Context: an optimization exercise on an open-source flow, tuned for a short achievable clock period and few clock cycles per item. The choices shown serve that exercise and are no tape-out recipe. The RTL was checked by simulation tests, not by an equivalence proof against the original design. No activity file was given, so power comes from the tool's default toggle rates.

`design/flow/config.mk`:
```
export PLATFORM = sky130hd
export DESIGN_NAME = tms1100_core
export DESIGN_NICKNAME = tms1100_core
export VERILOG_FILES = /design/flow/design.v
export SDC_FILE = /design/flow/constraint.sdc
export NUM_CORES = 4
export LEC_CHECK = 0
export CAP_MARGIN = 20
export CORE_MARGIN = 2
export CORE_UTILIZATION = 40
export SETUP_SLACK_MARGIN = 4.5
export SLEW_MARGIN = 20
```
`design/flow/constraint.sdc`:
```
create_clock -name core_clock -period 6.0 [get_ports {clk}]
set_input_delay 1.2000 -clock core_clock [delete_from_list [all_inputs] [get_ports {clk}]]
set_output_delay 1.2000 -clock core_clock [all_outputs]
set_load 0.01 [all_outputs]
```
`design/flow/design.v`:
```
module tms1100_core (
    input  wire        clk,
    input  wire        rst,         
    output wire [10:0] rom_addr,    
    input  wire [7:0]  rom_data,    
    input  wire [3:0]  k_in,        
    output wire [4:0]  o_out,       
    output wire [10:0] r_out,       
    output wire        retire       
);
    reg        rst_q;
    reg [10:0] fa;           
    reg [10:0] fa_alt;       
    reg [10:0] fa_d;         
    reg        dv;           
    reg        d_pred;       
    reg        hit_q;        
    reg        bv;           
    reg [10:0] btag;         
    reg [10:0] btgt;         
    reg [1:0]  x;
    reg [3:0]  y;
    reg [3:0]  x_oh;         
    reg [15:0] y_oh;         
    reg [7:0]  ir;
    reg        ev;           
    reg        pend;         
    reg        pend_b;       
    reg [10:0] rec;          
    reg [3:0]  mreg;         
    reg [5:0]  e_addr;       
    reg [10:0] e_pc;         
    reg        e_sflag;      
    reg        f_stype;      
    reg        f_sfl;        
    reg        f_we;         
    reg [63:0] e_sel;        
    reg        f_wd_a;       
    reg        f_wd_c4;      
    reg        f_wd_bit;     
    reg        e_k1;        
    reg        e_k2;
    reg        e_k3;
    reg        e_k4;
    reg        e_k5;
    reg        e_k6;
    reg        f_tay;        
    reg        f_tmy;        
    reg        f_br;         
    reg        f_call;       
    reg        f_retn;       
    reg        f_comc;       
    reg        f_ldp;        
    reg        f_s1;         
    reg g_we, g_wd_a, g_wd_c4, g_wd_bit;
    reg g_a_m, g_a_k, g_a_y, g_a_0, g_a_sum;
    reg g_s_sum, g_s_mnea, g_s_ynea, g_s_knez, g_s_tbit, g_s_mnez, g_s_ynec, g_sfl;
    reg g_k1, g_k2, g_k3, g_k4, g_k5, g_k6;
    reg g_tdo, g_rstr, g_setr, g_tay, g_tmy;
    always @(*) begin
        {g_we, g_wd_a, g_wd_c4, g_wd_bit} = 4'b0;
        {g_a_m, g_a_k, g_a_y, g_a_0, g_a_sum} = 5'b0;
        {g_s_sum, g_s_mnea, g_s_ynea, g_s_knez, g_s_tbit, g_s_mnez, g_s_ynec, g_sfl} = 8'b0;
        {g_k1, g_k2, g_k3, g_k4, g_k5, g_k6} = 6'b0;
        {g_tdo, g_rstr, g_setr, g_tay, g_tmy} = 5'b0;
        casez (ir)
            8'h00: g_s_mnea = 1'b1;                                           
            8'h01: {g_s_sum, g_k1} = 2'b11;                                 
            8'h02: g_s_ynea = 1'b1;                                           
            8'h03: {g_we, g_wd_a, g_a_m} = 3'b111;                            
            8'h04, 8'h05: g_sfl = 1'b1;                                       
            8'h06: {g_a_sum, g_s_sum, g_k2} = 3'b111;                      
            8'h07: {g_a_sum, g_s_sum, g_k3} = 3'b111;                      
            8'h08: g_a_k = 1'b1;                                              
            8'h0A: g_tdo = 1'b1;                                              
            8'h0C: g_rstr = 1'b1;                                             
            8'h0D: g_setr = 1'b1;                                             
            8'h0E: g_s_knez = 1'b1;                                           
            8'h20: g_tay = 1'b1;                                              
            8'h21: g_a_m = 1'b1;                                              
            8'h22: g_tmy = 1'b1;                                              
            8'h23: g_a_y = 1'b1;                                              
            8'h24, 8'h25: {g_we, g_wd_a, g_sfl} = 3'b111;                     
            8'h26: {g_we, g_wd_a, g_a_0} = 3'b111;                            
            8'h27: {g_we, g_wd_a} = 2'b11;                                    
            8'b0011_0???: {g_we, g_wd_bit} = 2'b11;                           
            8'b0011_10??: g_s_tbit = 1'b1;                                    
            8'h3C: {g_a_sum, g_s_sum, g_k1} = 3'b111;                      
            8'h3D: {g_a_sum, g_s_sum, g_k4} = 3'b111;                      
            8'h3E: {g_a_sum, g_s_sum, g_k5} = 3'b111;                      
            8'h3F: g_s_mnez = 1'b1;                                           
            8'h5?: g_s_ynec = 1'b1;                                           
            8'h6?: {g_we, g_wd_c4} = 2'b11;                                   
            8'h7F: g_a_0 = 1'b1;                                              
            8'h7?: {g_a_sum, g_s_sum, g_k6} = 3'b111;                      
            default: ;
        endcase
    end
    wire       ev_i = f_s1 | f_stype | f_sfl;    
    wire       e_stype = f_stype;
    wire       e_sfl = f_sfl;
    wire       e_we = f_we;
    wire       e_wd_a = f_wd_a;
    wire       e_wd_c4 = f_wd_c4;
    wire       e_wd_bit = f_wd_bit;
    wire       e_a_m = ev_i & g_a_m;
    wire       e_a_k = ev_i & g_a_k;
    wire       e_a_y = ev_i & g_a_y;
    wire       e_a_0 = ev_i & g_a_0;
    wire       e_a_sum = ev_i & g_a_sum;
    wire       e_s_sum = ev_i & g_s_sum;
    wire       e_s_mnea = ev_i & g_s_mnea;
    wire       e_s_ynea = ev_i & g_s_ynea;
    wire       e_s_knez = ev_i & g_s_knez;
    wire       e_s_tbit = ev_i & g_s_tbit;
    wire       e_s_mnez = ev_i & g_s_mnez;
    wire       e_s_ynec = ev_i & g_s_ynec;
    wire       e_tdo = ev_i & g_tdo;
    wire       e_rstr = ev_i & g_rstr;
    wire       e_setr = ev_i & g_setr;
    wire       e_tay = f_tay;
    wire       e_tmy = f_tmy;
    wire       e_br = f_br;
    wire       e_call = f_call;
    wire       e_retn = f_retn;
    wire       e_comc = f_comc;
    wire       e_ldp = f_ldp;
    wire       e_s1 = f_s1;
    wire [63:0] e_wen = {64{e_we}} & e_sel;
    reg [3:0]  a;
    reg        s;
    reg        sl;
    reg [4:0]  o;
    reg [10:0] r;
    reg [3:0]  ram [0:63];
    reg [3:0]  pb;
    reg [5:0]  sr;
    reg        cl;
    reg        cb, cs;
    assign rom_addr = fa;
    assign o_out    = o;
    assign r_out    = r;
    assign retire   = ev;
    function [3:0] inc4(input [3:0] v);
        inc4 = {v[3] ^ (v[2] & v[1] & v[0]), v[2] ^ (v[1] & v[0]), v[1] ^ v[0], ~v[0]};
    endfunction
    function [3:0] dec4(input [3:0] v);
        dec4 = {v[3] ^ ~(v[2] | v[1] | v[0]), v[2] ^ ~(v[1] | v[0]), v[1] ^ ~v[0], ~v[0]};
    endfunction
    function [15:0] oh16(input [3:0] v);
        integer k;
        for (k = 0; k < 16; k = k + 1)
            oh16[k] = (v == k);
    endfunction
    wire [7:0] op   = ir;
    wire [3:0] c4   = {op[0], op[1], op[2], op[3]};    
    wire [1:0] bidx = {op[0], op[1]};                  
    wire [3:0] m    = mreg;
    wire [3:0] bmask  = {bidx == 2'd3, bidx == 2'd2, bidx == 2'd1, bidx == 2'd0};
    wire [3:0] m_bit  = op[2] ? (m & ~bmask) : (m | bmask);
    wire [3:0] ram_wd = ({4{e_wd_a}} & a) | ({4{e_wd_c4}} & c4) | ({4{e_wd_bit}} & m_bit);
    wire [4:0] sum_1  = {1'b0, m} + {1'b0, ~a} + 5'd1;       
    wire [4:0] sum_2  = {1'b0, a} + {1'b0, m};               
    wire [4:0] sum_3  = {1'b0, m} + 5'd15;                   
    wire [4:0] sum_4  = {1'b0, ~a} + 5'd1;                   
    wire [4:0] sum_5  = {1'b0, m} + 5'd1;                    
    wire [4:0] sum_6  = {1'b0, a} + {1'b0, c4} + 5'd1;       
    wire [4:0] sum    = ({5{e_k1}} & sum_1) | ({5{e_k2}} & sum_2) | ({5{e_k3}} & sum_3) |
                        ({5{e_k4}} & sum_4) | ({5{e_k5}} & sum_5) | ({5{e_k6}} & sum_6);
    wire [3:0] a_n = e_a_m   ? m :
                     e_a_k   ? k_in :
                     e_a_y   ? y :
                     e_a_0   ? 4'd0 :
                     e_a_sum ? sum[3:0] : a;
    wire       s_n = ~((e_s_sum  & ~sum[4]) |
                       (e_s_mnea & (m == a)) |
                       (e_s_ynea & (y == a)) |
                       (e_sfl    & ~e_sflag) |
                       (e_s_knez & (k_in == 4'd0)) |
                       (e_s_tbit & ~|(m & bmask)) |
                       (e_s_mnez & (m == 4'd0)) |
                       (e_s_ynec & (y == c4)));
    wire [10:0] r_sel = y_oh[10:0];
    wire [10:0] r_n   = e_setr ? (r | r_sel) : e_rstr ? (r & ~r_sel) : r;
    wire       br_t   = (e_br | e_call) & s;      
    wire       call_n = e_call & s & ~cl;          
    wire [3:0] pb_n   = e_ldp ? c4 : (e_call & s) ? e_pc[9:6] : pb;
    wire [5:0] sr_n   = call_n ? e_pc[5:0] + 6'd1 : sr;
    wire       cs_n   = call_n ? e_pc[10] : cs;
    wire       cl_n   = ~e_retn & (cl | (e_call & s));
    wire       cb_n   = cb ^ e_comc;
    wire [10:0] br_tgt = {cb, cl ? e_pc[9:6] : pb, op[5:0]};
    wire       s_next = e_s1 | ((e_stype | e_sfl) ? s_n : s);
    wire [7:0] dop      = rom_data;
    wire       taken_l  = pend & s;           
    wire       ntaken_l = pend & ~s;          
    wire       rec_b    = pend_b & ~s;        
    wire       e_kill   = e_retn | e_tay | e_tmy;
    wire [10:0] e_tgt   = (e_retn & cl) ? {cs, pb, sr} :
                          {e_pc[10], e_retn ? pb : e_pc[9:6], e_pc[5:0] + 6'd1};
    wire       d_ok     = dv & ~taken_l & ~rec_b & ~e_kill;    
    wire [3:0] pb_f     = e_ldp ? c4 : pb;
    wire       cb_f     = cb ^ e_comc;
    wire [4:0] br_hi    = {cb_f, cl ? fa_d[9:6] : pb_f};
    wire       ls_k     = ~e_stype;
    wire       ls_v     = e_s1 | (e_sfl & e_sflag) | (~e_s1 & ~e_sfl & s);
    wire       known_nt = ls_k & ~ls_v;
    wire       hit_ok   = (fa[10:6] == br_hi);
    wire       p_nt     = d_ok & d_pred & known_nt;             
    wire       p_fix    = d_ok & d_pred & ~known_nt & ~hit_ok;  
    wire       if_bad   = ntaken_l | p_nt;
    wire [10:0] seq_cur = if_bad ? fa_alt : fa;                  
    wire       hit      = hit_q;               
    wire       d_br     = dop[7];
    wire       d_retn   = (dop == 8'h0F);
    wire       d_pend   = d_ok & ~d_pred & d_br & ~ls_k;
    wire       d_pend_b = d_ok & d_pred & ~ls_k;
    wire [5:0] d_addr = {x, y};
    wire       m_fwd  = e_we & (e_addr == d_addr);
    wire [3:0] x_rd   = x_oh & {4{~m_fwd}};
    reg  [3:0] m_col [0:3];
    reg  [3:0] m_ram;
    integer    xi, yi;
    always @(*) begin
        for (xi = 0; xi < 4; xi = xi + 1) begin
            m_col[xi] = 4'd0;
            for (yi = 0; yi < 16; yi = yi + 1)
                m_col[xi] = m_col[xi] | ({4{y_oh[yi]}} & ram[xi * 16 + yi]);
        end
        m_ram = 4'd0;
        for (xi = 0; xi < 4; xi = xi + 1)
            m_ram = m_ram | ({4{x_rd[xi]}} & m_col[xi]);
    end
    wire [3:0] m_rd   = m_ram | ({4{m_fwd}} & ram_wd);
    wire [3:0] c4d    = {dop[0], dop[1], dop[2], dop[3]};              
    wire       y_dec  = d_ok & (dop[7:6] == 2'b00) & (dop[4:0] == 5'b00100);   
    wire       y_inc  = d_ok & (((dop[7:6] == 2'b00) & (dop[4:0] == 5'b00101)) |
                                (dop[7:4] == 4'h6));                      
    wire       y_tcy  = d_ok & (dop[7:4] == 4'h4);                        
    wire       y_hold = ~(y_dec | y_inc | y_tcy | e_tay | e_tmy);
    wire       x_comx = d_ok & (dop == 8'h09);                            
    wire       x_ldx  = d_ok & (dop[7:3] == 5'b00101);                    
    wire       x_hold = ~(x_comx | x_ldx);
    wire [3:0] y_n    = ({4{y_dec}} & dec4(y)) | ({4{y_inc}} & inc4(y)) | ({4{y_tcy}} & c4d) |
                        ({4{e_tay}} & a) | ({4{e_tmy}} & mreg) | ({4{y_hold}} & y);
    wire [15:0] y_oh_n = ({16{y_dec}} & {y_oh[0], y_oh[15:1]}) |
                         ({16{y_inc}} & {y_oh[14:0], y_oh[15]}) |
                         ({16{y_tcy}} & oh16(c4d)) |
                         ({16{e_tay}} & oh16(a)) | ({16{e_tmy}} & oh16(mreg)) |
                         ({16{y_hold}} & y_oh);
    wire [1:0] x_n    = ({2{x_comx}} & {~x[1], x[0]}) | ({2{x_ldx}} & {dop[1], dop[2]}) |
                        ({2{x_hold}} & x);
    wire [3:0] x_oh_n = ({4{x_comx}} & {x_oh[1:0], x_oh[3:2]}) |
                        ({4{x_ldx}} & {dop[1] & dop[2], dop[1] & ~dop[2], ~dop[1] & dop[2], ~dop[1] & ~dop[2]}) |
                        ({4{x_hold}} & x_oh);
    wire       sflag_n = y_inc ? y_oh[15] : ~y_oh[0];
    wire        base_seq = ~rec_b & ~e_kill & ~if_bad;
    wire [10:0] fa_inc   = {fa[10:6], fa[5:0] + 6'd1};
    wire        nt_next  = d_ok & (dop[7:6] == 2'b00) & (dop[4:1] == 4'b0010) &
                           (dop[0] ? ~y_oh[15] : y_oh[0]);
    wire        hit_p    = hit & ~nt_next;
    wire [10:0] fa_base  = rec_b ? rec : e_kill ? e_tgt : if_bad ? fa_alt : hit_p ? btgt : fa_inc;
    wire        sel_br   = (d_ok & ~d_pred & (~ls_k | ls_v) & d_br) | p_fix;
    wire        sel_none = ~sel_br;
    wire [10:0] fa_n     = sel_br ? {br_hi, dop[5:0]} : fa_base;
    wire        dv_n     = sel_br ? d_pend : (sel_none & base_seq);
    wire        pred_n   = sel_none & base_seq & hit_p;
    wire [10:0] btag_n   = (e_br & s) ? e_pc : btag;
    wire        hit_n    = sel_none & base_seq & ~hit_p & (bv | (e_br & s)) & (fa_inc == btag_n);
    reg d_we, d_wd_a, d_wd_c4, d_wd_bit;
    reg d_a_m, d_a_k, d_a_y, d_a_0, d_a_sum;
    reg d_s_sum, d_s_mnea, d_s_ynea, d_s_knez, d_s_tbit, d_s_mnez, d_s_ynec, d_sfl;
    reg d_k1, d_k2, d_k3, d_k4, d_k5, d_k6;
    reg d_tdo, d_rstr, d_setr, d_tay, d_tmy;
    always @(*) begin
        {d_we, d_wd_a, d_wd_c4, d_wd_bit} = 4'b0;
        {d_a_m, d_a_k, d_a_y, d_a_0, d_a_sum} = 5'b0;
        {d_s_sum, d_s_mnea, d_s_ynea, d_s_knez, d_s_tbit, d_s_mnez, d_s_ynec, d_sfl} = 8'b0;
        {d_k1, d_k2, d_k3, d_k4, d_k5, d_k6} = 6'b0;
        {d_tdo, d_rstr, d_setr, d_tay, d_tmy} = 5'b0;
        casez (dop)
            8'h00: d_s_mnea = 1'b1;                                           
            8'h01: {d_s_sum, d_k1} = 2'b11;                                 
            8'h02: d_s_ynea = 1'b1;                                           
            8'h03: {d_we, d_wd_a, d_a_m} = 3'b111;                            
            8'h04, 8'h05: d_sfl = 1'b1;                                       
            8'h06: {d_a_sum, d_s_sum, d_k2} = 3'b111;                      
            8'h07: {d_a_sum, d_s_sum, d_k3} = 3'b111;                      
            8'h08: d_a_k = 1'b1;                                              
            8'h0A: d_tdo = 1'b1;                                              
            8'h0C: d_rstr = 1'b1;                                             
            8'h0D: d_setr = 1'b1;                                             
            8'h0E: d_s_knez = 1'b1;                                           
            8'h20: d_tay = 1'b1;                                              
            8'h21: d_a_m = 1'b1;                                              
            8'h22: d_tmy = 1'b1;                                              
            8'h23: d_a_y = 1'b1;                                              
            8'h24, 8'h25: {d_we, d_wd_a, d_sfl} = 3'b111;                     
            8'h26: {d_we, d_wd_a, d_a_0} = 3'b111;                            
            8'h27: {d_we, d_wd_a} = 2'b11;                                    
            8'b0011_0???: {d_we, d_wd_bit} = 2'b11;                           
            8'b0011_10??: d_s_tbit = 1'b1;                                    
            8'h3C: {d_a_sum, d_s_sum, d_k1} = 3'b111;                      
            8'h3D: {d_a_sum, d_s_sum, d_k4} = 3'b111;                      
            8'h3E: {d_a_sum, d_s_sum, d_k5} = 3'b111;                      
            8'h3F: d_s_mnez = 1'b1;                                           
            8'h5?: d_s_ynec = 1'b1;                                           
            8'h6?: {d_we, d_wd_c4} = 2'b11;                                   
            8'h7F: d_a_0 = 1'b1;                                              
            8'h7?: {d_a_sum, d_s_sum, d_k6} = 3'b111;                      
            default: ;
        endcase
    end
    wire d_stype = d_s_sum | d_s_mnea | d_s_ynea | d_s_knez | d_s_tbit | d_s_mnez | d_s_ynec;
    integer i;
    always @(posedge clk) begin
        rst_q <= rst;
        if (rst) begin
            fa     <= 11'd0;
            dv     <= 1'b0;
            ev     <= 1'b0;
            pend   <= 1'b0;
            pend_b <= 1'b0;
            d_pred <= 1'b0;
            hit_q  <= 1'b0;
            bv     <= 1'b0;
            btag   <= 11'd0;
            btgt   <= 11'd0;
        end else begin
            ev     <= d_ok;
            pend   <= d_pend;
            pend_b <= d_pend_b;
            fa     <= fa_n;
            dv     <= dv_n;
            d_pred <= pred_n;
            hit_q  <= hit_n;
            if (e_br & s) begin
                bv   <= 1'b1;
                btag <= e_pc;
                btgt <= br_tgt;
            end
        end
        fa_alt  <= {fa[10:6], fa[5:0] + 6'd1};
        rec     <= fa_alt;
        fa_d    <= fa;
        e_pc    <= fa_d;
        if (rst) begin
            f_stype <= 1'b0;
            f_sfl <= 1'b0;
            f_we <= 1'b0;
            f_wd_a <= 1'b0;
            f_wd_c4 <= 1'b0;
            f_wd_bit <= 1'b0;
            f_tay <= 1'b0;
            f_tmy <= 1'b0;
            f_br <= 1'b0;
            f_call <= 1'b0;
            f_retn <= 1'b0;
            f_comc <= 1'b0;
            f_ldp <= 1'b0;
            f_s1 <= 1'b0;
        end else begin
            f_stype <= d_ok & d_stype;
            f_sfl <= d_ok & d_sfl;
            f_we <= d_ok & d_we;
            f_wd_a <= d_ok & d_wd_a;
            f_wd_c4 <= d_ok & d_wd_c4;
            f_wd_bit <= d_ok & d_wd_bit;
            f_tay <= d_ok & d_tay;
            f_tmy <= d_ok & d_tmy;
            f_br <= d_ok & ((dop[7:6] == 2'b10));
            f_call <= d_ok & ((dop[7:6] == 2'b11));
            f_retn <= d_ok & d_retn;
            f_comc <= d_ok & ((dop == 8'h0B));
            f_ldp <= d_ok & ((dop[7:4] == 4'h1));
            f_s1 <= d_ok & ~d_stype & ~d_sfl;
        end
        ir      <= dop;
        e_k1   <= d_k1;
        e_k2  <= d_k2;
        e_k3  <= d_k3;
        e_k4   <= d_k4;
        e_k5  <= d_k5;
        e_k6   <= d_k6;
        e_sflag <= sflag_n;
        mreg    <= m_rd;
        e_addr  <= d_addr;
        for (i = 0; i < 64; i = i + 1)
            e_sel[i] <= x_oh[i / 16] & y_oh[i % 16];
        if (rst) begin
            o <= 5'd0;
            r <= 11'd0;
        end else begin
            if (e_tdo)
                o <= {sl, a};
            r <= r_n;
        end
        if (rst_q) begin
            x    <= 2'd0;
            y    <= 4'd0;
            x_oh <= 4'b0001;
            y_oh <= 16'd1;
            a    <= 4'd0;
            s    <= 1'b1;
            sl   <= 1'b0;
            pb   <= 4'd0;
            sr   <= 6'd0;
            cl   <= 1'b0;
            cb   <= 1'b0;
            cs   <= 1'b0;
            for (i = 0; i < 64; i = i + 1)
                ram[i] <= 4'hA;
        end else begin
            x    <= x_n;
            x_oh <= x_oh_n;
            y    <= y_n;
            y_oh <= y_oh_n;
            a  <= a_n;
            s  <= s_next;
            pb <= pb_n;
            sr <= sr_n;
            cl <= cl_n;
            cb <= cb_n;
            cs <= cs_n;
            if (e_s_ynea)
                sl <= (y != a);
            for (i = 0; i < 64; i = i + 1)
                if (e_wen[i])
                    ram[i] <= ram_wd;
        end
    end
endmodule
```
`design/flow/run.sh`:
```
#!/bin/bash
# synth_recipe.tcl (not shown) runs the flow's synth.tcl, then flattens the netlist and writes it again
# the make line also repeats each setting of config.mk as NAME=value (left out here)
make -C /OpenROAD-flow-scripts/flow DESIGN_CONFIG=/design/flow/config.mk WORK_HOME=/design/flow/orfs CLKGATE_MAP_FILE= SYNTH_SCRIPT=/design/flow/synth_recipe.tcl finish
```
==> summary.txt, run 1 <==
crit path max fanout: 3
Main synth FF type: dfxtp_1
Seq/Total Area, Yosys: 47.6%
Hold Crit Class: reg -> reg
vias in the first global route: 19600
placed cell areas: 0.0222 mm²
starting density of the core: 40.5%
DRC: 0
TNS Setup: 0 ns
H-tree Lvls: 2
P&R area growth vs syn: 43.4%
vias per inst: 6.37
outcome: finished clean
max-cap violations: 0
Hold Worst Slack: 0.322 ns
Syn Nets: 2381
CTS buffer count: 51
DRT antenna net count: 0
Worst R2R Start: f_retn
total number of vias: 20700
commonest non-fill, non-tap cell in the layout: dfxtp_1
Cell Area, Synth: 0.0208 mm²
r2r endpoint: y_oh[3]
final hold vios: 0
Port Buffers: 41
Layout Skew: 0.0135 ns
actual slew at the worst max-slew pin: 0.967 ns
Static Leak: 11.3 nW
Synth Warn #: 3
Reg2Reg Setup Slack: 3.65 ns
Syn Area/Cell: 8.90 µm²
core area: 0.0514 mm²
kind of critical path: reg -> reg
crit path time final: 2.35 ns
wire per inst: 25.9 µm
DRT Pass-1 Iters: 9
Gate Count Post-Synth: 2340
FFs w/ async S/R, synth: 0%
Critical Path Start: f_retn
total die area: 0.0539 mm²
die height: 232 µm
die span in x: 232 µm
R2R depth: 8
Rel. slew slack: 35.5%
utilization after layout: 58.1%
Layout fillers: 4151
end of the critical path: y_oh[3]
layout cells sized above 1: 35.1%
Fmax: 426 MHz
fin. max-slew vios: 0
Data required, critical path: 6.53 ns
# rows: 83
Ports: 42
GPL Wtd Cong: 0.873
WP data arrival: 2.88 ns
Post-synth EDFFs: 0
Yosys reg bits: 495
Routed WL: 84.3 mm
first-pass GRT wire length: 123 mm
Startpoint Class: flip-flop
Power Dens Cells: 245 mW/mm²
nets: 2570
Worst-Skew Late Latency: 0.61 ns
Setup violations, final: 0
GRT Util Overall: 29.8%
clk sink count: 495
Root Driver: clkbuf_16
CP endpoint kind: flip-flop
CTS tree: yes
RSZ-0062 raised after global routing: true
initial antenna violation count: 1
DRT iter0 DRCs: 2494
largest net degree at the start of global routing: 77
post-route cell area: 0.0299 mm²
Clock Tree Buf Depth: 3
highest-count cells in the layout ignoring fill and taps: dfxtp_1 (424), nand2_1 (272), o211ai_1 (133)
Worst VDD drop: 0.236 mV
Final HPWL DP: 41.0 mm
period utilisation layout: 39.1%
total congestion overflow: 0
Worst-path clk slew: 0.07 ns
Yosys cell types: 75
[kinds of logic after synthesis]
| family | share of synthesized area, % |
|---|---|
| muxes | 1.57 |
| buffers and inverters | 4.44 |
| adders and majority gates | 1.73 |
| AOI/OAI and AO/OA | 25.7 |
| DFF | 47.6 |
| xor gates and xnor gates | 1.85 |
| and+or+nand+nor | 17.1 |
[critical path, cell delays in order (launching register included)]
cell and delay [ns]:
dfxtp_4 0.35, or3_4 0.39, or3_4 0.37, buf_12 0.15, buf_6 0.11, nor4_4 0.33
and3_4 0.27, a222oi_1 0.10, a21oi_1 0.19
[cells in the mapped netlist (all sizes together), types with 24 or more instances]
library cell | n | area [µm²]
nand2 | 286 | 1070
nand3 | 31 | 155
a211oi | 29 | 218
a311oi | 76 | 666
nor3 | 27 | 166
o211ai | 133 | 998
clkbuf | 183 | 687
a22oi | 24 | 180
a222oi | 31 | 310
nand4 | 26 | 163
inv | 32 | 120
mux2i | 27 | 270
a21oi | 201 | 1010
nor2 | 216 | 816
o21ai | 30 | 150
a22o | 64 | 561
dfxtp | 495 | 9910
a221oi | 63 | 552
ha | 24 | 300
and2 | 73 | 457
[final cells by class]
class / instances / area (µm²) / share of cell area (%)
diodes: 1 / 2.50 / 0.00837
inverters: 32 / 164 / 0.548
well taps: 680 / 851 / 2.85
clock buffers: 76 / 1570 / 5.26
flip-flops and latches: 495 / 10100 / 33.8
multi-input cells: 1608 / 12400 / 41.5
clock inverters: 19 / 218 / 0.728
repair buffers: 341 / 4570 / 15.3
[where the power goes]
part / internal (W) / switching, W / total, W
logic: 0.000236 / 0.000298 / 0.000535
clock network: 0.00199 / 0.00140 / 0.00339
registers: 0.00332 / 0.0000605 / 0.00338
total: 0.00554 / 0.00176 / 0.00731
[repair_timing]
action	4_1_cts	5_1_grt
gates resized for setup	672	222
gates cloned	43	2
endpoints found under the setup margin	417	377
pin swaps	109	111
endpoints found under the hold margin	0	0
hold buffers	0	0
buffers inserted	168	52
[worst min path at each step]
| stage | from | endpoint | cells past startpoint |
|---|---|---|---|
| after floorplan | fa_d[0] | e_pc[0] | 0 |
| after global placement | fa_d[2] | e_pc[2] | 0 |
| after detailed placement | fa_d[1] | e_pc[1] | 0 |
| after CTS | fa_d[0] | e_pc[0] | 0 |
| after global routing | fa_d[4] | e_pc[4] | 0 |
| final | fa_d[0] | e_pc[0] | 0 |
[sequential cells by signal (all words and copies together) (netlist names), 2 cells and up, named ones only]
signal and flops:
a 4, ram 256, x 2, btag 11, mreg 4, rec 11
x_oh 4, sr 6, fa 11, fa_alt 11, o 5, e_sel 64
y_oh 16, y 4, ir 8, e_addr 6, e_pc 6, pb 4
fa_d 6, btgt 11
[stage by stage]
stage                     cells  total power [W]  setup slack [ns]
after global placement     2891          0.00378              2.06
after CTS                  3197          0.00725              3.67
final                      3252          0.00731              3.65
after global routing       3251          0.00748              3.58
after floorplan            2340          0.00370              3.42
after detailed placement   2891          0.00378              2.02
[routing by layer]
metal / share of wire [%] / vias to the layer above / track usage (%)
li1: - / 9062 / -
met4: 5.9 / 0 / 16.6
met2: 46 / 1222 / 47.5
met3: 9.1 / 319 / 6.10
met5: 0 / - / 0
met1: 39 / 10100 / 37.5
Testbench counts, summed over its fixed seeds: cycles 70,922, instructions 64,000.
==> run 2, diff against run 1 <==
--- a/design/flow/config.mk
+++ b/design/flow/config.mk
@@ -8,5 +8,5 @@
 export CAP_MARGIN = 20
 export CORE_MARGIN = 2
 export CORE_UTILIZATION = 40
-export SETUP_SLACK_MARGIN = 4.5
+export SETUP_SLACK_MARGIN = 4.75
 export SLEW_MARGIN = 20
==> run 2 against run 1 <==
Net effect:
- sequential power about the same
- design area up 2.9%
- worst hold slack improved by 0.0050 ns
- synthesized area did not move
- clock power hardly changed
==> summary.txt, run 2 <==
Worst VDD drop: 0.236 mV (about the same)
CP bufs+invs: 1 (was 2)
area of the multi-input gates: 0.0128 mm² (was 0.0124 mm²)
layout cells sized above 1: 38.5% (was 35.1%)
worst slack, placed: 2.15 ns (was 2.02 ns)
largest cells by area after synthesis: dfxtp_1 (48%), nand2_1 (5.2%), a21oi_1 (4.8%) (unchanged)
Seq/Total Area, Yosys: 47.6% (unchanged)
Layout Skew: 0.0325 ns (was 0.0135 ns)
Worst-path clk slew: 0.07 ns (about the same)
Routed WL: 84.4 mm (was 84.3 mm)
kind of critical path: reg -> reg (unchanged)
starting density of the core: 40.5% (unchanged)
slowest cell delay on critical path: 0.48 ns (was 0.39 ns)
TNS Setup: 0 ns (unchanged)
Gate Count Post-Synth: 2340 (unchanged)
mux cell area share after synthesis: 1.57% (unchanged)
FFs w/ async S/R, synth: 0% (unchanged)
crit path time final: 2.36 ns (was 2.35 ns)
Startpoint Class: flip-flop (unchanged)
Syn Area/Cell: 8.90 µm² (unchanged)
# rows: 83 (unchanged)
Critical Path Start: f_tay (was f_retn)
Data required, critical path: 6.51 ns (was 6.53 ns)
RSZ-0062 raised after global routing: true (unchanged)
total number of vias: 21000 (was 20700)
Worst-Skew Late Latency: 0.62 ns (was 0.61 ns)
Yosys cell types: 75 (unchanged)
CTS buffer count: 51 (unchanged)
Main synth FF type: dfxtp_1 (unchanged)
Ports: 42 (unchanged)
Port Buffers: 41 (unchanged)
DRT antenna net count: 0 (unchanged)
top post-synthesis cells by count: dfxtp_1 (495), nand2_1 (286), nor2_1 (214) (unchanged)
CP endpoint kind: flip-flop (unchanged)
Compound-Gate Fraction of Synth Area: 25.7% (unchanged)
Yosys reg bits: 495 (unchanged)
Rel. slew slack: 31.3% (was 35.5%)
period utilisation layout: 39.3% (was 39.1%)
Static Leak: 11.8 nW (was 11.3 nW)
GRT Util Overall: 28.5% (was 29.8%)
Top delay family on crit path: simple AND/OR/NAND/NOR gates (unchanged)
Fmax: 424 MHz (was 426 MHz)
Post-synth EDFFs: 0 (unchanged)
actual slew at the worst max-slew pin: 1.03 ns (was 0.967 ns)
Cell Area, Synth: 0.0208 mm² (unchanged)
Worst R2R Start: f_tay (was f_retn)
FF+latch area: 0.0101 mm² (about the same)
vias per inst: 6.37 (about the same)
CTS tree: yes (unchanged)
max-cap violations: 0 (unchanged)
r2r endpoint: y_oh[1] (was y_oh[3])
GPL Wtd Cong: 0.891 (was 0.873)
CP cell instances: or3_4, or3_4, or4_4, buf_6, nor2_4, a222oi_1, a21oi_1 (was or3_4, or3_4, buf_12, buf_6, nor4_4, and3_4, a222oi_1, a21oi_1)
min setup slack post-route: 3.64 ns (was 3.65 ns)
largest net degree at the start of global routing: 84 (was 77)
commonest non-fill, non-tap cell in the layout: dfxtp_1 (unchanged)
DRT Pass-1 Iters: 7 (was 9)
most frequent cell after synthesis: dfxtp_1 (unchanged)
largest family of logic cells by synthesized area: compound AO/OA/AOI/OAI gates (unchanged)
post-synthesis simple-gate area fraction: 17.1% (unchanged)
die height: 232 µm (unchanged)
Synth area leader: dfxtp_1 (unchanged)
P&R area growth vs syn: 47.6% (was 43.4%)
core area: 0.0514 mm² (unchanged)
Min-Delay Path Depth: 0 (unchanged)
R2R depth: 7 (was 8)
total congestion overflow: 0 (unchanged)
Syn Nets: 2381 (unchanged)
share of the synthesized area in the top cell type: 47.6% (unchanged)
Final HPWL DP: 40.3 mm (was 41.0 mm)
vias in the first global route: 19500 (was 19600)
Largest regs: ram x256, e_sel x64, y_oh x16 (unchanged)
initial antenna violation count: 0 (was 1)
Layout fillers: 4013 (was 4151)
clk sink count: 495 (unchanged)
Setup violations, final: 0 (unchanged)
XOR/XNOR share of the synthesized area: 1.85% (unchanged)
highest-count cells in the layout ignoring fill and taps: dfxtp_1 (425), nand2_1 (254), buf_4 (158) (was dfxtp_1 (424), nand2_1 (272), o211ai_1 (133))
Slowest cell on crit path: or4_4 (was or3_4)
Top cell by count, worst path: or3_4 (unchanged)
Synth Area in Adders: 1.73% (unchanged)
nets: 2621 (was 2570)
Hold Crit Class: reg -> reg (unchanged)
wire per inst: 25.6 µm (was 25.9 µm)
Clock Tree Buf Depth: 3 (unchanged)
Synth Warn #: 3 (unchanged)
DRT iter0 DRCs: 2577 (was 2494)
H-tree Lvls: 2 (unchanged)
first-pass GRT wire length: 119 mm (was 123 mm)
Root Driver: clkbuf_16 (unchanged)
Biggest register: ram (unchanged)
die span in x: 232 µm (unchanged)
crit path max fanout: 4 (was 3)
final hold vios: 0 (unchanged)
Finished Layout Cells: 3302 (was 3252)
ant diodes: 0 (was 1)
total die area: 0.0539 mm² (unchanged)
Reg2Reg Setup Slack: 3.64 ns (was 3.65 ns)
Power Dens Cells: 239 mW/mm² (was 245 mW/mm²)
fin. max-slew vios: 0 (unchanged)
WP data arrival: 2.87 ns (was 2.88 ns)
outcome: finished clean (unchanged)
Hold EP: e_pc[3] (was e_pc[0])
Cells after DPL: 2895 (was 2891)
max reg flops: 256 (unchanged)
hold path startpoint: fa_d[3] (was fa_d[0])
DRC: 0 (unchanged)
run 2: repair_timing:
item / in CTS / in global routing
gates cloned: 41 / 7
hold buffers: 0 / 0
endpoints found under the setup margin: 432 / 428
setup buffers: 188 / 76
pin swaps: 125 / 126
gates resized for setup: 672 / 351
run 2: logic make-up (layout without fill, tap and decap cells):
| family | Yosys count | count (layout) |
|---|---|---|
| mux | 31 | 31 |
| fa+ha+maj | 27 | 27 |
| compound gates | 744 | 746 |
| xor+xnor | 44 | 44 |
| simple gates | 762 | 762 |
| buf+inv | 237 | 517 |
| flops | 495 | 495 |
run 2: cell type report:
cell class                 count  share of cell area [%]
sequential                   495                    32.9
inverter                      32                   0.529
tap                          680                    2.77
multi-input combinational   1610                    41.6
clock inverter                19                   0.684
clock buffer                  76                    5.15
timing repair buffer         390                    16.4
run 2: metrics by stage:
stage	hold WS, ns	util, %	power (W)	instance area [µm²]
detailed placement	0.316	43.2	0.00378	22200
CTS	0.328	55.4	0.00724	28500
global route	0.326	59.8	0.00751	30800
finish	0.327	59.8	0.00734	30800
floorplan	0.310	-	0.00370	22300
global placement	0.311	43.2	0.00378	22200
run 2: power breakdown:
part / switching (W) / leakage [nW] / internal (W)
combinational: 0.000312 / 6.88 / 0.000252
sequential: 0.0000643 / 4.05 / 0.00332
clock: 0.00142 / 0.896 / 0.00196
run 2: worst register-to-register path: cells and delay by family, from the launching register on:
family                 cells  cell delay [ns]
AND/OR/NAND/NOR            4             1.41
AO/OA/AOI/OAI              2             0.34
flip-flops                 1             0.36
buffers and inverters      1             0.15
run 2: how the worst max path moves through the flow:
stage             endpoint  cells past startpoint
5_1_grt            y_oh[8]                      6
6_report           y_oh[1]                      7
3_5_place_dp          y[2]                      7
3_3_place_gp          y[2]                      7
2_1_floorplan        fa[5]                      8
4_1_cts        rom_addr[5]                      1
run 2: routing by layer:
| layer | vias up | track usage [%] | part of all wire, % |
|---|---|---|---|
| li1 | 9174 | - | - |
| met1 | 10300 | 36.8 | 39 |
| met2 | 1203 | 46.0 | 47 |
| met3 | 349 | 4.67 | 8.8 |
| met4 | 0 | 14.3 | 5.8 |
| met5 | - | 0 | 0 |
==> run 3, diff against run 2 <==
--- a/design/flow/config.mk
+++ b/design/flow/config.mk
@@ -8,5 +8,5 @@
 export CAP_MARGIN = 20
 export CORE_MARGIN = 2
 export CORE_UTILIZATION = 40
-export SETUP_SLACK_MARGIN = 4.75
+export SETUP_SLACK_MARGIN = 4.25
 export SLEW_MARGIN = 20
==> run 3 against run 2 <==
Net effect:
- core utilization down 3.3 points
- maximum frequency about the same
- still clean on timing, DRC and antenna
- combinational power down 12%
- synthesized cell count unchanged
- sequential power about the same
- non-clock buffer count down 85
- via count down 3.2%
- design area down 5.6%
- die area unchanged
- global-route usage down 0.61 points
- clock power up 2%
- wire length down 4.3%
==> summary.txt, run 3 <==
outcome: finished clean (unchanged)
Startpoint Class: flip-flop (unchanged)
vias in the first global route: 19100 (was 19500)
Worst-path clk slew: 0.06 ns (was 0.07 ns)
fin. max-slew vios: 0 (unchanged)
max-cap violations: 0 (unchanged)
Cells after DPL: 2896 (was 2895)
core area: 0.0514 mm² (unchanged)
Hold Crit Class: reg -> reg (unchanged)
Yosys cell types: 75 (unchanged)
GPL Wtd Cong: 0.879 (was 0.891)
top post-synthesis cells by count: dfxtp_1 (495), nand2_1 (286), nor2_1 (214) (unchanged)
stages on the worst setup path: 10 (was 7)
FFs w/ async S/R, synth: 0% (unchanged)
Largest regs: ram x256, e_sel x64, y_oh x16 (unchanged)
highest-count cells in the layout ignoring fill and taps: dfxtp_1 (432), nand2_1 (274), o211ai_1 (133) (was dfxtp_1 (425), nand2_1 (254), buf_4 (158))
Reg2Reg Setup Slack: 3.64 ns (about the same)
H-tree Lvls: 2 (unchanged)
Gate Count Post-Synth: 2340 (unchanged)
total die area: 0.0539 mm² (unchanged)
slowest cell delay on critical path: 0.50 ns (was 0.48 ns)
Top cell by count, worst path: nor2_4 (was or3_4)
crit path max fanout: 8 (was 4)
Post-synth EDFFs: 0 (unchanged)
CP cell instances: buf_12, buf_6, nor2_4, mux2i_1, a222oi_1, buf_4, clkbuf_16, nor2_4, a21oi_2, nor2_1 (was or3_4, or3_4, or4_4, buf_6, nor2_4, a222oi_1, a21oi_1)
Layout fillers: 4191 (was 4013)
Finished Layout Cells: 3215 (was 3302)
wire per inst: 25.1 µm (was 25.6 µm)
actual slew at the worst max-slew pin: 0.944 ns (was 1.03 ns)
Critical Path Start: ir[0] (was f_tay)
DRT iter0 DRCs: 2670 (was 2577)
share of the synthesized area in the top cell type: 47.6% (unchanged)
layout cells sized above 1: 32.3% (was 38.5%)
P&R area growth vs syn: 39.3% (was 47.6%)
Syn Nets: 2381 (unchanged)
Layout Skew: 0.0284 ns (was 0.0325 ns)
nets: 2537 (was 2621)
die height: 232 µm (unchanged)
Power Dens Cells: 253 mW/mm² (was 239 mW/mm²)
Slowest cell on crit path: a222oi_1 (was or4_4)
max reg flops: 256 (unchanged)
GRT Util Overall: 27.9% (was 28.5%)
Syn Area/Cell: 8.90 µm² (unchanged)
Final HPWL DP: 41.7 mm (was 40.3 mm)
Main synth FF type: dfxtp_1 (unchanged)
CP endpoint kind: flip-flop (unchanged)
Synth area leader: dfxtp_1 (unchanged)
Yosys reg bits: 495 (unchanged)
Setup violations, final: 0 (unchanged)
largest net degree at the start of global routing: 94 (was 84)
# rows: 83 (unchanged)
Hold Worst Slack: 0.330 ns (was 0.327 ns)
first-pass GRT wire length: 116 mm (was 119 mm)
largest cells by area after synthesis: dfxtp_1 (48%), nand2_1 (5.2%), a21oi_1 (4.8%) (unchanged)
Worst VDD drop: 0.230 mV (was 0.236 mV)
end of the critical path: ram[7][0] (was y_oh[1])
r2r endpoint: ram[7][0] (was y_oh[1])
commonest non-fill, non-tap cell in the layout: dfxtp_1 (unchanged)
R2R depth: 10 (was 7)
DRT antenna net count: 0 (unchanged)
die span in x: 232 µm (unchanged)
clk sink count: 495 (unchanged)
CP bufs+invs: 4 (was 1)
Seq/Total Area, Yosys: 47.6% (unchanged)
Biggest register: ram (unchanged)
total congestion overflow: 0 (unchanged)
crit path time final: 2.36 ns (about the same)
Top delay family on crit path: buffers and inverters (was simple AND/OR/NAND/NOR gates)
DRC: 0 (unchanged)
Root Driver: clkbuf_16 (unchanged)
Port Buffers: 41 (unchanged)
Clock Tree Buf Depth: 3 (unchanged)
vias per inst: 6.33 (was 6.37)
kind of critical path: reg -> reg (unchanged)
Ports: 42 (unchanged)
starting density of the core: 40.5% (unchanged)
ant diodes: 0 (unchanged)
CTS tree: yes (unchanged)
Cell Area, Synth: 0.0208 mm² (unchanged)
period utilisation layout: 39.3% (about the same)
Routed WL: 80.8 mm (was 84.4 mm)
Fmax: 424 MHz (about the same)
final hold vios: 0 (unchanged)
Static Leak: 11.0 nW (was 11.8 nW)
Worst R2R Start: ir[0] (was f_tay)
initial antenna violation count: 2 (was 0)
total number of vias: 20300 (was 21000)
Data required, critical path: 6.49 ns (was 6.51 ns)
CTS buffer count: 52 (was 51)
Rel. slew slack: 37.0% (was 31.3%)
CTS Hold Bufs: 0 (unchanged)
DRT Pass-1 Iters: 8 (was 7)
TNS Setup: 0 ns (unchanged)
WP data arrival: 2.85 ns (was 2.87 ns)
RSZ-0062 raised after global routing: true (unchanged)
most frequent cell after synthesis: dfxtp_1 (unchanged)
Synth Warn #: 3 (unchanged)
Worst-Skew Late Latency: 0.63 ns (was 0.62 ns)
-- run 3: worst min path at each step --
stage | start | to | slack [ns] | depth (start not counted)
6_report | fa_d[5] | e_pc[5] | 0.33 | 0
5_1_grt | fa_d[5] | e_pc[5] | 0.33 | 0
4_1_cts | fa_d[5] | e_pc[5] | 0.33 | 0
3_5_place_dp | fa_d[5] | e_pc[5] | 0.31 | 0
3_3_place_gp | fa_d[4] | e_pc[4] | 0.31 | 0
2_1_floorplan | fa_d[0] | e_pc[0] | 0.31 | 0
-- run 3: worst register-to-register path, cell delays in order (launching register included) --
cell and delay [ns]:
dfxtp_4 0.35, buf_12 0.13, buf_6 0.12, nor2_4 0.11, mux2i_1 0.12, a222oi_1 0.50, buf_4 0.39, clkbuf_16 0.29
nor2_4 0.05, a21oi_2 0.12, nor2_1 0.06
-- run 3: logic make-up (layout without fill, tap and decap cells) --
kind of cell               Yosys count  after routing  share of synthesized area (%)
xor gates and xnor gates            44             44                           1.85
muxes                               31             31                           1.57
adders and majority gates           27             27                           1.73
DFF                                495            495                           47.6
and+or+nand+nor                    762            762                           17.1
AOI/OAI and AO/OA                  744            746                           25.7
buffers and inverters              237            430                           4.44
-- run 3: layout make-up --
| class | count | area (µm²) | share of cell area [%] |
|---|---|---|---|
| Clock buffer | 72 | 1510 | 5.19 |
| Clock inverter | 21 | 320 | 1.10 |
| Inverter | 32 | 168 | 0.577 |
| Multi-Input combinational cell | 1610 | 12200 | 42.1 |
| Sequential cell | 495 | 10100 | 34.7 |
| Tap cell | 680 | 851 | 2.93 |
| Timing Repair Buffer | 305 | 3890 | 13.4 |
-- run 3: per-layer routing --
metal	routed length [µm]	up-vias	track usage, %
li1	-	8998	-
met1	33300	9960	37.1
met2	36500	1116	44.1
met3	7170	270	5.78
met4	3820	2	11.3
met5	18	-	0
-- run 3: timing repair --
| item | 4_1_cts | 5_1_grt |
|---|---|---|
| gates resized for setup | 651 | 226 |
| endpoints found under the setup margin | 398 | 372 |
| pin swaps | 164 | 233 |
| setup buffers | 136 | 44 |
| gates cloned | 33 | 13 |
-- run 3: through the flow --
| step | instance area [µm²] | power [W] | worst slack (ns) | utilization [%] |
|---|---|---|---|---|
| global route | 29000 | 0.00751 | 3.63 | 56.5 |
| CTS | 27400 | 0.00729 | 3.67 | 53.3 |
| global placement | 21900 | 0.00377 | 2.05 | 42.7 |
| detailed placement | 21900 | 0.00377 | 1.94 | 42.7 |
| finish | 29000 | 0.00734 | 3.64 | 56.5 |
| floorplan | 21500 | 0.00368 | 3.42 | - |
-- run 3: power by group --
part           total, W  internal [W]  switching (W)
Combinational  0.000498      0.000216       0.000282
Clock           0.00345       0.00202        0.00143
Sequential      0.00339       0.00332      0.0000632
==> run 4, diff against run 3 <==
--- a/design/flow/design.v
+++ b/design/flow/design.v
@@ -195,10 +195,7 @@
     wire       taken_l  = pend & s;           
     wire       ntaken_l = pend & ~s;          
     wire       rec_b    = pend_b & ~s;        
-    wire       e_kill   = e_retn | e_tay | e_tmy;
-    wire [10:0] e_tgt   = (e_retn & cl) ? {cs, pb, sr} :
-                          {e_pc[10], e_retn ? pb : e_pc[9:6], e_pc[5:0] + 6'd1};
-    wire       d_ok     = dv & ~taken_l & ~rec_b & ~e_kill;    
+    wire       d_ok     = dv & ~taken_l & ~rec_b;    
     wire [3:0] pb_f     = e_ldp ? c4 : pb;
     wire       cb_f     = cb ^ e_comc;
     wire [4:0] br_hi    = {cb_f, cl ? fa_d[9:6] : pb_f};
@@ -211,8 +208,10 @@
     wire       if_bad   = ntaken_l | p_nt;
     wire [10:0] seq_cur = if_bad ? fa_alt : fa;                  
     wire       hit      = hit_q;               
+    wire [10:0] rt_addr = cl ? {cs, pb_f, sr} : {fa_d[10], pb_f, seq_cur[5:0]};
     wire       d_br     = dop[7];
     wire       d_retn   = (dop == 8'h0F);
+    wire       d_ty     = (dop[7:2] == 6'b001000) & ~dop[0];      
     wire       d_pend   = d_ok & ~d_pred & d_br & ~ls_k;
     wire       d_pend_b = d_ok & d_pred & ~ls_k;
     wire [5:0] d_addr = {x, y};
@@ -254,15 +253,18 @@
                         ({4{x_ldx}} & {dop[1] & dop[2], dop[1] & ~dop[2], ~dop[1] & dop[2], ~dop[1] & ~dop[2]}) |
                         ({4{x_hold}} & x_oh);
     wire       sflag_n = y_inc ? y_oh[15] : ~y_oh[0];
-    wire        base_seq = ~rec_b & ~e_kill & ~if_bad;
+    wire        base_seq = ~rec_b & ~if_bad;
     wire [10:0] fa_inc   = {fa[10:6], fa[5:0] + 6'd1};
     wire        nt_next  = d_ok & (dop[7:6] == 2'b00) & (dop[4:1] == 4'b0010) &
                            (dop[0] ? ~y_oh[15] : y_oh[0]);
     wire        hit_p    = hit & ~nt_next;
-    wire [10:0] fa_base  = rec_b ? rec : e_kill ? e_tgt : if_bad ? fa_alt : hit_p ? btgt : fa_inc;
+    wire [10:0] fa_base  = rec_b ? rec : if_bad ? fa_alt : hit_p ? btgt : fa_inc;
     wire        sel_br   = (d_ok & ~d_pred & (~ls_k | ls_v) & d_br) | p_fix;
-    wire        sel_none = ~sel_br;
-    wire [10:0] fa_n     = sel_br ? {br_hi, dop[5:0]} : fa_base;
+    wire        sel_rt   = d_ok & d_retn;
+    wire        sel_ty   = d_ok & d_ty;
+    wire        sel_none = ~(sel_br | sel_rt | sel_ty);
+    wire [10:0] fa_n     = ({11{sel_br}} & {br_hi, dop[5:0]}) | ({11{sel_rt}} & rt_addr) |
+                           ({11{sel_ty}} & seq_cur) | ({11{sel_none}} & fa_base);
     wire        dv_n     = sel_br ? d_pend : (sel_none & base_seq);
     wire        pred_n   = sel_none & base_seq & hit_p;
     wire [10:0] btag_n   = (e_br & s) ? e_pc : btag;
--- a/design/flow/config.mk
+++ b/design/flow/config.mk
@@ -8,5 +8,5 @@
 export CAP_MARGIN = 20
 export CORE_MARGIN = 2
 export CORE_UTILIZATION = 40
-export SETUP_SLACK_MARGIN = 4.25
+export SETUP_SLACK_MARGIN = 4.5
 export SLEW_MARGIN = 20
==> run 4 against run 3 <==
Net effect:
- largest power group is now registers
- global-route usage rose by 0.60 points
- sequential share of layout area fell by 1.2 points
- critical path depth did not move
- still clean
- critical path type is now in -> reg
- cell count rose by 3.5%
- combinational power fell by 7.4%
- synthesized cell count rose by 3.0%
- clock power fell by 4%
- maximum frequency fell by 3.5%
- first-iteration DRC count fell by 8.2%
- via count rose by 0.52%
- die area rose by 0.54%
- critical endpoint is now fa[10]
==> summary.txt, run 4 <==
commonest non-fill, non-tap cell in the layout: dfxtp_1 (unchanged)
Post-synth EDFFs: 0 (unchanged)
Rel. slew slack: 33.1% (was 37.0%)
CTS tree: yes (unchanged)
total die area: 0.0542 mm² (was 0.0539 mm²)
Final HPWL DP: 40.6 mm (was 41.7 mm)
crit path max fanout: 6 (was 8)
Syn Nets: 2451 (was 2381)
Pint: 0.00543 W (was 0.00556 W)
switching share of power: 23.8% (was 24.2%)
Top cell by count, worst path: buf_12 (was nor2_4)
Biggest register: ram (unchanged)
wire per inst: 24.7 µm (was 25.1 µm)
Root Driver: clkbuf_16 (unchanged)
Seq/Total Area, Yosys: 47.3% (was 47.6%)
Routed WL: 82.2 mm (was 80.8 mm)
fin. max-slew vios: 0 (unchanged)
DRT Pass-1 Iters: 7 (was 8)
layout cells sized above 1: 37.3% (was 32.3%)
Worst VDD drop: 0.203 mV (was 0.230 mV)
actual slew at the worst max-slew pin: 1.00 ns (was 0.944 ns)
Layout Skew: 0.0307 ns (was 0.0284 ns)
share of the synthesized area in the top cell type: 47.3% (was 47.6%)
CP endpoint kind: flip-flop (unchanged)
Hold Crit Class: reg -> reg (unchanged)
Yosys cell types: 69 (was 75)
crit path time final: 2.44 ns (was 2.36 ns)
Startpoint Class: primary input (was flip-flop)
CP cell instances: buf_8, buf_12, nor4b_4, nand2_2, o31ai_4, buf_12, mux2i_2, o211ai_1, a221oi_2, nor2_1 (was buf_12, buf_6, nor2_4, mux2i_1, a222oi_1, buf_4, clkbuf_16, nor2_4, a21oi_2, nor2_1)
Worst-path clk slew: 0.06 ns (about the same)
max reg flops: 256 (unchanged)
CP bufs+invs: 3 (was 4)
Gate power share: 6.5% (was 6.8%)
Yosys reg bits: 495 (unchanged)
power share of the clock group: 46.4% (was 47.1%)
CTS buffer count: 53 (was 52)
DRT iter0 DRCs: 2452 (was 2670)
GPL Wtd Cong: 0.862 (was 0.879)
Synth area leader: dfxtp_1 (unchanged)
Worst-Skew Late Latency: 0.62 ns (was 0.63 ns)
Clock Tree Buf Depth: 3 (unchanged)
WP data arrival: 2.93 ns (was 2.85 ns)
total number of vias: 20500 (was 20300)
largest cells by area after synthesis: dfxtp_1 (47%), nor2_1 (8.4%), a211o_1 (5.4%) (was dfxtp_1 (48%), nand2_1 (5.2%), a21oi_1 (4.8%))
initial antenna violation count: 1 (was 2)
Top delay family on crit path: compound AO/OA/AOI/OAI gates (was buffers and inverters)
H-tree Lvls: 2 (unchanged)
FFs w/ async S/R, synth: 0% (unchanged)
period utilisation layout: 40.7% (was 39.3%)
kind of critical path: in -> reg (was reg -> reg)
Layout fillers: 4163 (was 4191)
DRC: 0 (unchanged)
first-pass GRT wire length: 119 mm (was 116 mm)
Synth Warn #: 3 (unchanged)
nets: 2651 (was 2537)
Slowest cell on crit path: nor4b_4 (was a222oi_1)
Power Dens Cells: 236 mW/mm² (was 253 mW/mm²)
GRT Util Overall: 28.5% (was 27.9%)
top post-synthesis cells by count: dfxtp_1 (495), nor2_1 (469), a21oi_1 (221) (was dfxtp_1 (495), nand2_1 (286), nor2_1 (214))
Syn Area/Cell: 8.69 µm² (was 8.90 µm²)
Psw: 0.00170 W (was 0.00177 W)
RSZ-0062 raised after global routing: true (unchanged)
Gate Count Post-Synth: 2410 (was 2340)
vias per inst: 6.14 (was 6.33)
Seq pwr share: 47.1% (was 46.1%)
core area: 0.0515 mm² (was 0.0514 mm²)
TNS Setup: 0 ns (unchanged)
Setup violations, final: 0 (unchanged)
final hold vios: 0 (unchanged)
Port Buffers: 41 (unchanged)
P&R area growth vs syn: 44.2% (was 39.3%)
highest-count cells in the layout ignoring fill and taps: dfxtp_1 (426), nor2_1 (321), nand2_1 (148) (was dfxtp_1 (432), nand2_1 (274), o211ai_1 (133))
clk sink count: 495 (unchanged)
Data required, critical path: 6.49 ns (about the same)
Main synth FF type: dfxtp_1 (unchanged)
starting density of the core: 40.7% (was 40.5%)
total congestion overflow: 0 (unchanged)
outcome: finished clean (unchanged)
vias in the first global route: 19300 (was 19100)
Static Leak: 10.8 nW (was 11.0 nW)
slowest cell delay on critical path: 0.29 ns (was 0.50 ns)
Ports: 42 (unchanged)
# rows: 83 (unchanged)
Fmax: 409 MHz (was 424 MHz)
Cell Area, Synth: 0.0210 mm² (was 0.0208 mm²)
DRT antenna net count: 0 (unchanged)
utilization after layout: 58.6% (was 56.5%)
Largest regs: ram x256, e_sel x64, y_oh x16 (unchanged)
die height: 233 µm (was 232 µm)
largest net degree at the start of global routing: 136 (was 94)
CTS Hold Bufs: 0 (unchanged)
max-cap violations: 0 (unchanged)
die span in x: 233 µm (was 232 µm)
most frequent cell after synthesis: dfxtp_1 (unchanged)
==> run 4: changes by cell type after synthesis, moves of 9 or more <==
cell | before | now
buf_2 | 7 | 46
a222oi_1 | 31 | 15
nor2_1 | 214 | 469
a221oi_1 | 63 | 82
a311oi_1 | 76 | 2
a21oi_1 | 201 | 221
nand2_1 | 286 | 167
mux2i_1 | 27 | 41
clkbuf_1 | 183 | 134
a211o_1 | 4 | 129
and2_1 | 72 | 81
o211ai_1 | 133 | 8
o21ai_0 | 30 | 43
==> run 4: cell families (layout without fill, tap and decap cells) <==
family          Yosys count  count (layout)  share of synthesized area, %
buf+inv                 215             446                          4.25
other cells               0               1                             0
fa+ha+maj                27              27                          1.72
mux                      42              42                          2.07
flops                   495             495                          47.3
xor+xnor                 49              49                          2.05
compound gates          699             700                          23.7
simple gates            883             889                          18.9
==> run 4: timing repair <==
item                       CTS  global route
resized for setup          800           317
pin swaps                  106           103
setup endpoints to repair  411           377
gates cloned                42             4
buffers inserted           170            47
==> run 4: worst paths after layout <==
path | start | endpoint | slack (ns) | cells past startpoint
worst max-delay path | rom_data[1] | fa[10] | 3.56 | 10
worst min-delay path | fa_d[4] | e_pc[4] | 0.33 | 0
worst max register to register | d_pred | fa[3] | 3.73 | 7
worst min register to register | fa_d[4] | e_pc[4] | 0.33 | 0
==> run 4: per-stage QoR <==
step                      instances  area (µm²)  worst slack (ns)  power (W)  hold WS [ns]
after floorplan                2410       22100              3.24    0.00364         0.310
after global placement         2972       22100              1.69    0.00371         0.310
after detailed placement       2972       22100              1.60    0.00371         0.313
after CTS                      3277       28400              3.65    0.00710         0.327
after global routing           3328       30200              3.45    0.00730         0.335
final                          3329       30200              3.56    0.00712         0.329
==> run 4: cell type report <==
type	instances	area, µm²	area share (%)
multi-input combinational	1707	13200	43.7
inverter	24	124	0.410
sequential	495	10100	33.5
clock inverter	12	164	0.543
timing repair buffer	329	4160	13.8
tap	680	851	2.82
antenna	1	2.50	0.00828
clock buffer	81	1570	5.21
==> run 4: per-layer routing <==
| metal | global-route usage [%] | vias to the layer above | routed length [µm] |
|---|---|---|---|
| li1 | - | 9071 | - |
| met1 | 36.4 | 9994 | 32900 |
| met2 | 46.9 | 1074 | 37900 |
| met3 | 4.95 | 310 | 6840 |
| met4 | 12.9 | 2 | 4550 |
| met5 | 0 | - | 11 |
==> run 4: power groups by stage <==
stage | clock network [W] | registers (W) | logic (W)
global route | 0.00346 | 0.00336 | 0.000478
global placement | 0 | 0.00346 | 0.000253
CTS | 0.00334 | 0.00335 | 0.000404
detailed placement | 0 | 0.00346 | 0.000256
finish | 0.00331 | 0.00336 | 0.000461
floorplan | 0 | 0.00341 | 0.000222
Testbench counts of run 4, summed over its fixed seeds: cycles 69,942, instructions 64,000.

## what the ideal ports hide
How much do the figures lean on ideal ports? The routed layouts below were timed once more, with nothing changed but the port constraints. Step 1 sets driving cells, clkbuf_16 on the clock port and buf_2 on the other inputs (assumed; they add their load-dependent delay and slew). Step 2 times the ports against the registers' clock, not the clock port: input delays grow and output delays shrink by t, the midpoint of the rising clock arrivals with the driver on. Slacks: ideal ports / drivers / drivers and shift; pairs: ideal ports / drivers.
run	shift t [ns]	slack for setup (ns)	pins driven straight from the clock port
run 1	0.667	3.652 / 3.627 / 3.016	1
run 2	0.674	3.644 / 3.584 / 3.085	1
run 3	0.676	3.643 / 3.633 / 3.025	1
run 4	0.663	3.556 / 3.576 / 2.913	1
After both steps every run listed still meets setup and hold. For run 4, which loses most, drivers alone change the setup slack by +0.020 ns; drivers and shift together by -0.643 ns.
